Context: an optimization exercise on an open-source flow, tuned for small area, a short achievable clock period and few clock cycles. The choices shown serve that exercise and are no tape-out recipe. In this exercise RTL edits were held to simulation tests only and were not proved equivalent to the original. No activity file was given, so power comes from the tool's default toggle rates.

== build 56 ==
Design fsq_table_engine, start of the top module:
module fsq_table_engine (
    input  wire        clk,
    input  wire        rst,
    input  wire        cmd_valid,
    output wire        cmd_ready,
    input  wire [3:0]  cmd_op,
    input  wire [7:0]  cmd_a,
    input  wire [7:0]  cmd_b,
    output wire        rsp_valid,
    output wire [3:0]  rsp_err,
    output wire [2:0]  rsp_sub,
    output wire [7:0]  rsp_arg,
    output wire [16:0] rsp_result,
    output wire        rsp_tv,
    output wire [2:0]  rsp_k,
    output wire [2:0]  rsp_b
);
For scale: about 2300 cells after synthesis, ~520 flip-flops, ~64 I/O pins, roughly 28000 um^2 of cells after synthesis.
clock: 10.0 ns
lec_check: 0
cap_margin: 0
core_margin: 2
core_utilization: 45
cts_cluster_diameter: 100
cts_cluster_size: 25
place_density: 0.65
slew_margin: 0
standard.sh (not shown) runs the stock make flow with config.mk's settings and CLKGATE_MAP_FILE= SYNTH_SCRIPT=/design/flow/synth_recipe.tcl, a recipe that flattens the netlist after the stock synthesis.
==> flow/flow/run.sh <==
#!/bin/bash
set -euo pipefail
bash standard.sh synth > flow_synth.log 2>&1
bash standard.sh SETUP_SLACK_MARGIN=7.0 SKIP_GATE_CLONING=1 finish > flow_finish.log 2>&1
Build 56 went all the way through synthesis, placement and routing and the layout is clean on timing, DRC and antenna.
Testbench counts of build 56, summed over its fixed seeds: cycles 14,700.
Changes in build 9 relative to build 56:
Settings: swapping 45 for 60 in CORE_UTILIZATION; swapping 0.65 for 0.6 in PLACE_DENSITY.
## What came out
Total wire length after detailed routing (build 9 over build 56): decrease, 4.9%
Build 9 completed every stage of the flow, and the final layout passed the timing, design-rule and antenna checks.
Compared with build 56, the router placed fewer vias in build 9.
Measured against each other, build 56 and build 9 differ in total power per unit cell area, the higher figure coming from build 9.
Taking build 56 as the reference, in build 9 part of the power in the clock network -0.3 points, highest ir drop seen on vdd has increased, stage delay of the slowest cell on the critical path lower.
Against build 56, total power after layout in build 9 came out better.
On design area: between build 56 and build 9, it ends up lower for build 9.
Modified inputs, build 24 compared to build 9
Settings: CORE_UTILIZATION changed from 60 to 45.
==> flow/flow/run.sh <==
#!/bin/bash
set -euo pipefail
bash standard.sh synth > flow_synth.log 2>&1
bash standard.sh SETUP_SLACK_MARGIN=7.0 finish > flow_finish.log 2>&1
Notes after the runs:
In terms of peak clock frequency supported by timing, build 9 and build 24 differ only marginally. Between build 24 and build 9, the transition at the pin with the smallest max-transition slack is lower for build 24. Build 9 → build 24: combinational cell fraction of total power increased 0.4 points, overall power went up 0.080 mW, switching power increased by 2.7% relative to the old numbers, maximum root-to-sink buffer count stayed essentially flat.
Changes in build 35 relative to build 24:
Settings: a change of CORE_UTILIZATION from 45 to 50.
==> flow/flow/run.sh <==
#!/bin/bash
set -euo pipefail
bash standard.sh synth > flow_synth.log 2>&1
bash standard.sh SETUP_SLACK_MARGIN=6.95 SKIP_GATE_CLONING=1 finish > flow_finish.log 2>&1
### Flow results
- The lower final-layout clock-cell area share came out of build 35.
- Post-detailed-placement half-perimeter wirelength: build 24 and build 35 compared, lower one is build 24
- Sequential cell area: build 24 vs build 35, no meaningful difference
- Going from build 24 to build 35, final critical delay including setup and external delays +0.015 ns, synthesized netlist cell count stayed essentially flat, share of final layout cell area taken by non-clock buffers -2.0 points, number of instances resized during post-cts repair now smaller.
- Global placement routability congestion: build 35 vs build 24 up 0.020
- Compared with build 24, build 35 shows a higher final period utilization.
- Build 35: all stages complete, timing, DRC and antenna checks passed

---

raven:
fsq_table_engine again, from the RTL that the note above started with.
export LEC_CHECK = 0
export CAP_MARGIN = 0
export CORE_MARGIN = 2
export CORE_UTILIZATION = 50
export CTS_BUF_LIST = sky130_fd_sc_hd__clkbuf_8
export CTS_CLUSTER_DIAMETER = 60
export CTS_CLUSTER_SIZE = 15
export PLACE_DENSITY = 0.6
export SLEW_MARGIN = 0
create_clock -name core_clock -period 10.0 [get_ports {clk}]
==> flow/flow/run.sh <==
#!/bin/bash
set -euo pipefail
bash standard.sh synth > flow_synth.log 2>&1
bash standard.sh SETUP_SLACK_MARGIN=7.0 SKIP_GATE_CLONING=1 finish > flow_finish.log 2>&1
Testbench counts of raven, summed over its fixed seeds: cycles 14,700.
For cedar, these inputs were changed with respect to raven:
Settings: CTS_CLUSTER_DIAMETER changed from 60 to 100; CTS_CLUSTER_SIZE changed from 15 to 25; SLEW_MARGIN changed from 0 to 20; CAP_MARGIN changed from 0 to 20; CTS_BUF_LIST removed (was sky130_fd_sc_hd__clkbuf_8); CORE_UTILIZATION changed from 50 to 45.
==> flow/flow/run.sh <==
#!/bin/bash
set -euo pipefail
bash standard.sh synth > flow_synth.log 2>&1
bash standard.sh SETUP_SLACK_MARGIN=6.7 finish > flow_finish.log 2>&1
Results
- Looking at the reports, cedar completed the entire flow and the layout it produced met the timing, design-rule and antenna checks.
- raven → cedar: clock insertion delay at the later pin of the skew report lower, biggest cell delay along the critical path higher.
- Going from raven to cedar, cell count shrinks by 34.
Inputs modified between cedar and violet:
Settings: CAP_MARGIN now 0, was 20; SLEW_MARGIN now 0, was 20; CORE_UTILIZATION now 55, was 45.
==> flow/flow/run.sh <==
#!/bin/bash
set -euo pipefail
bash standard.sh synth > flow_synth.log 2>&1
bash standard.sh SETUP_SLACK_MARGIN=7.0 SKIP_GATE_CLONING=1 finish > flow_finish.log 2>&1
Results
Relative to cedar, number of tapcells decreased by 118 in violet. Run comparison: cedar start point of the critical path r_res[10]; violet start point of the critical path r_b[2]. Compared with cedar, violet shows utilization higher by 13 points. Re hold slack: cedar and violet aren't equal, and the higher value belongs to violet. Critical path endpoint: rsp_b[2] -> violet, rsp_result[11] -> cedar.
The inputs of indigo differ from those of violet as listed below.
Settings: a change of CORE_UTILIZATION from 55 to 45; a change of PLACE_DENSITY from 0.6 to 0.7; a change of CAP_MARGIN from 0 to 20; a change of SLEW_MARGIN from 0 to 20.
==> flow/flow/run.sh <==
#!/bin/bash
set -euo pipefail
bash standard.sh synth > flow_synth.log 2>&1
bash standard.sh SETUP_SLACK_MARGIN=7.0 finish > flow_finish.log 2>&1
### Flow results
indigo -> violet: fraction of synthesis flops using an asynchronous set or reset pin delta 0, exact match. indigo ends up with a number of fill cells that is 32% higher than in violet. Diff violet -> indigo: switching power summed over all nets essentially unchanged; cell-internal power essentially unchanged; combinational group share of total power increased 0.2 points; layout-stage area growth over the synthesis result increased 1.2 points; maximum net fanout on the critical path essentially unchanged. For power, violet and indigo come out practically identical. indigo vs violet, worst hold slack went down by 0.023 ns.
Edits applied to the flow inputs when going from indigo to juniper:
Settings: setting TNS_END_PERCENT to 50 for the first time; changing CORE_UTILIZATION from 45 to 50; changing PLACE_DENSITY from 0.7 to 0.6; changing SLEW_MARGIN from 20 to 0; changing CAP_MARGIN from 20 to 0.
==> flow/flow/run.sh <==
#!/bin/bash
set -euo pipefail
bash standard.sh synth > flow_synth.log 2>&1
bash standard.sh SETUP_SLACK_MARGIN=6.95 SKIP_GATE_CLONING=1 finish > flow_finish.log 2>&1
## What came out
juniper vs. indigo: cell area after layout fell by about 3.3%; number of cells on the worst reg-to-reg path fell by 2; area used by sequential logic in the layout stayed essentially flat.
Input changes introduced in sierra (baseline for comparison: juniper):
Settings: ABC_AREA newly set to 1; TNS_END_PERCENT removed (was 50); CAP_MARGIN changed from 0 to 20; SLEW_MARGIN changed from 0 to 20; CORE_UTILIZATION changed from 50 to 45.
==> flow/flow/run.sh <==
#!/bin/bash
set -euo pipefail
bash standard.sh synth > flow_synth.log 2>&1
bash standard.sh SETUP_SLACK_MARGIN=7.0 finish > flow_finish.log 2>&1
## What came out
sierra vs. juniper: count of buffers not belonging to the clock network in the layout up 17; area occupied by multi-input gates up about 0.9%. On worst path arrival time: sierra sits below juniper.

-- port drivers added, routing unchanged --
In the flow no input, the clock included, has a driving cell. The finished layouts below were timed again as built, in two steps.
Step 1: set_driving_cell puts a clkbuf_16 on clk and a buf_2 on each other input, an assumption about the parent block.
Step 2, shift: input delay + t, output delay - t, t = (earliest + latest rising clock arrival at the registers) / 2. This alone moves slack from input paths to output paths.
Slacks: ideal ports / drivers / drivers and shift; pairs: ideal ports / drivers.
run	shift t [ns]	setup slack, ns	hold WS [ns]	worst register clock-pin slew, ns	worst slew at a driven data input, ns
build 56	0.673	6.714 / 6.714 / 6.372	0.478 / 0.478 / 0.478	0.11 / 0.11	0.09
build 9	0.674	6.862 / 6.804 / 6.233	0.540 / 0.540 / 0.540	0.12 / 0.12	0.09
build 24	0.668	6.871 / 6.810 / 6.412	0.480 / 0.480 / 0.480	0.10 / 0.10	0.10
build 35	0.663	6.856 / 6.793 / 6.378	0.551 / 0.551 / 0.551	0.11 / 0.11	0.06
raven	0.734	6.812 / 6.754 / 6.338	0.492 / 0.492 / 0.492	0.11 / 0.11	0.07
cedar	0.681	6.719 / 6.659 / 6.177	0.478 / 0.478 / 0.478	0.12 / 0.12	0.09
violet	0.665	6.872 / 6.810 / 6.392	0.517 / 0.517 / 0.517	0.11 / 0.11	0.09
indigo	0.666	6.867 / 6.809 / 6.343	0.494 / 0.494 / 0.494	0.11 / 0.11	0.09
juniper	0.657	6.826 / 6.766 / 6.371	0.544 / 0.544 / 0.544	0.11 / 0.11	0.08
sierra	0.701	6.863 / 6.801 / 6.340	0.512 / 0.512 / 0.512	0.11 / 0.11	0.10
After both steps setup and hold are still met in every run listed. The setup slack of build 9, which loses most, moves by -0.058 ns with the drivers and by -0.629 ns with both steps.
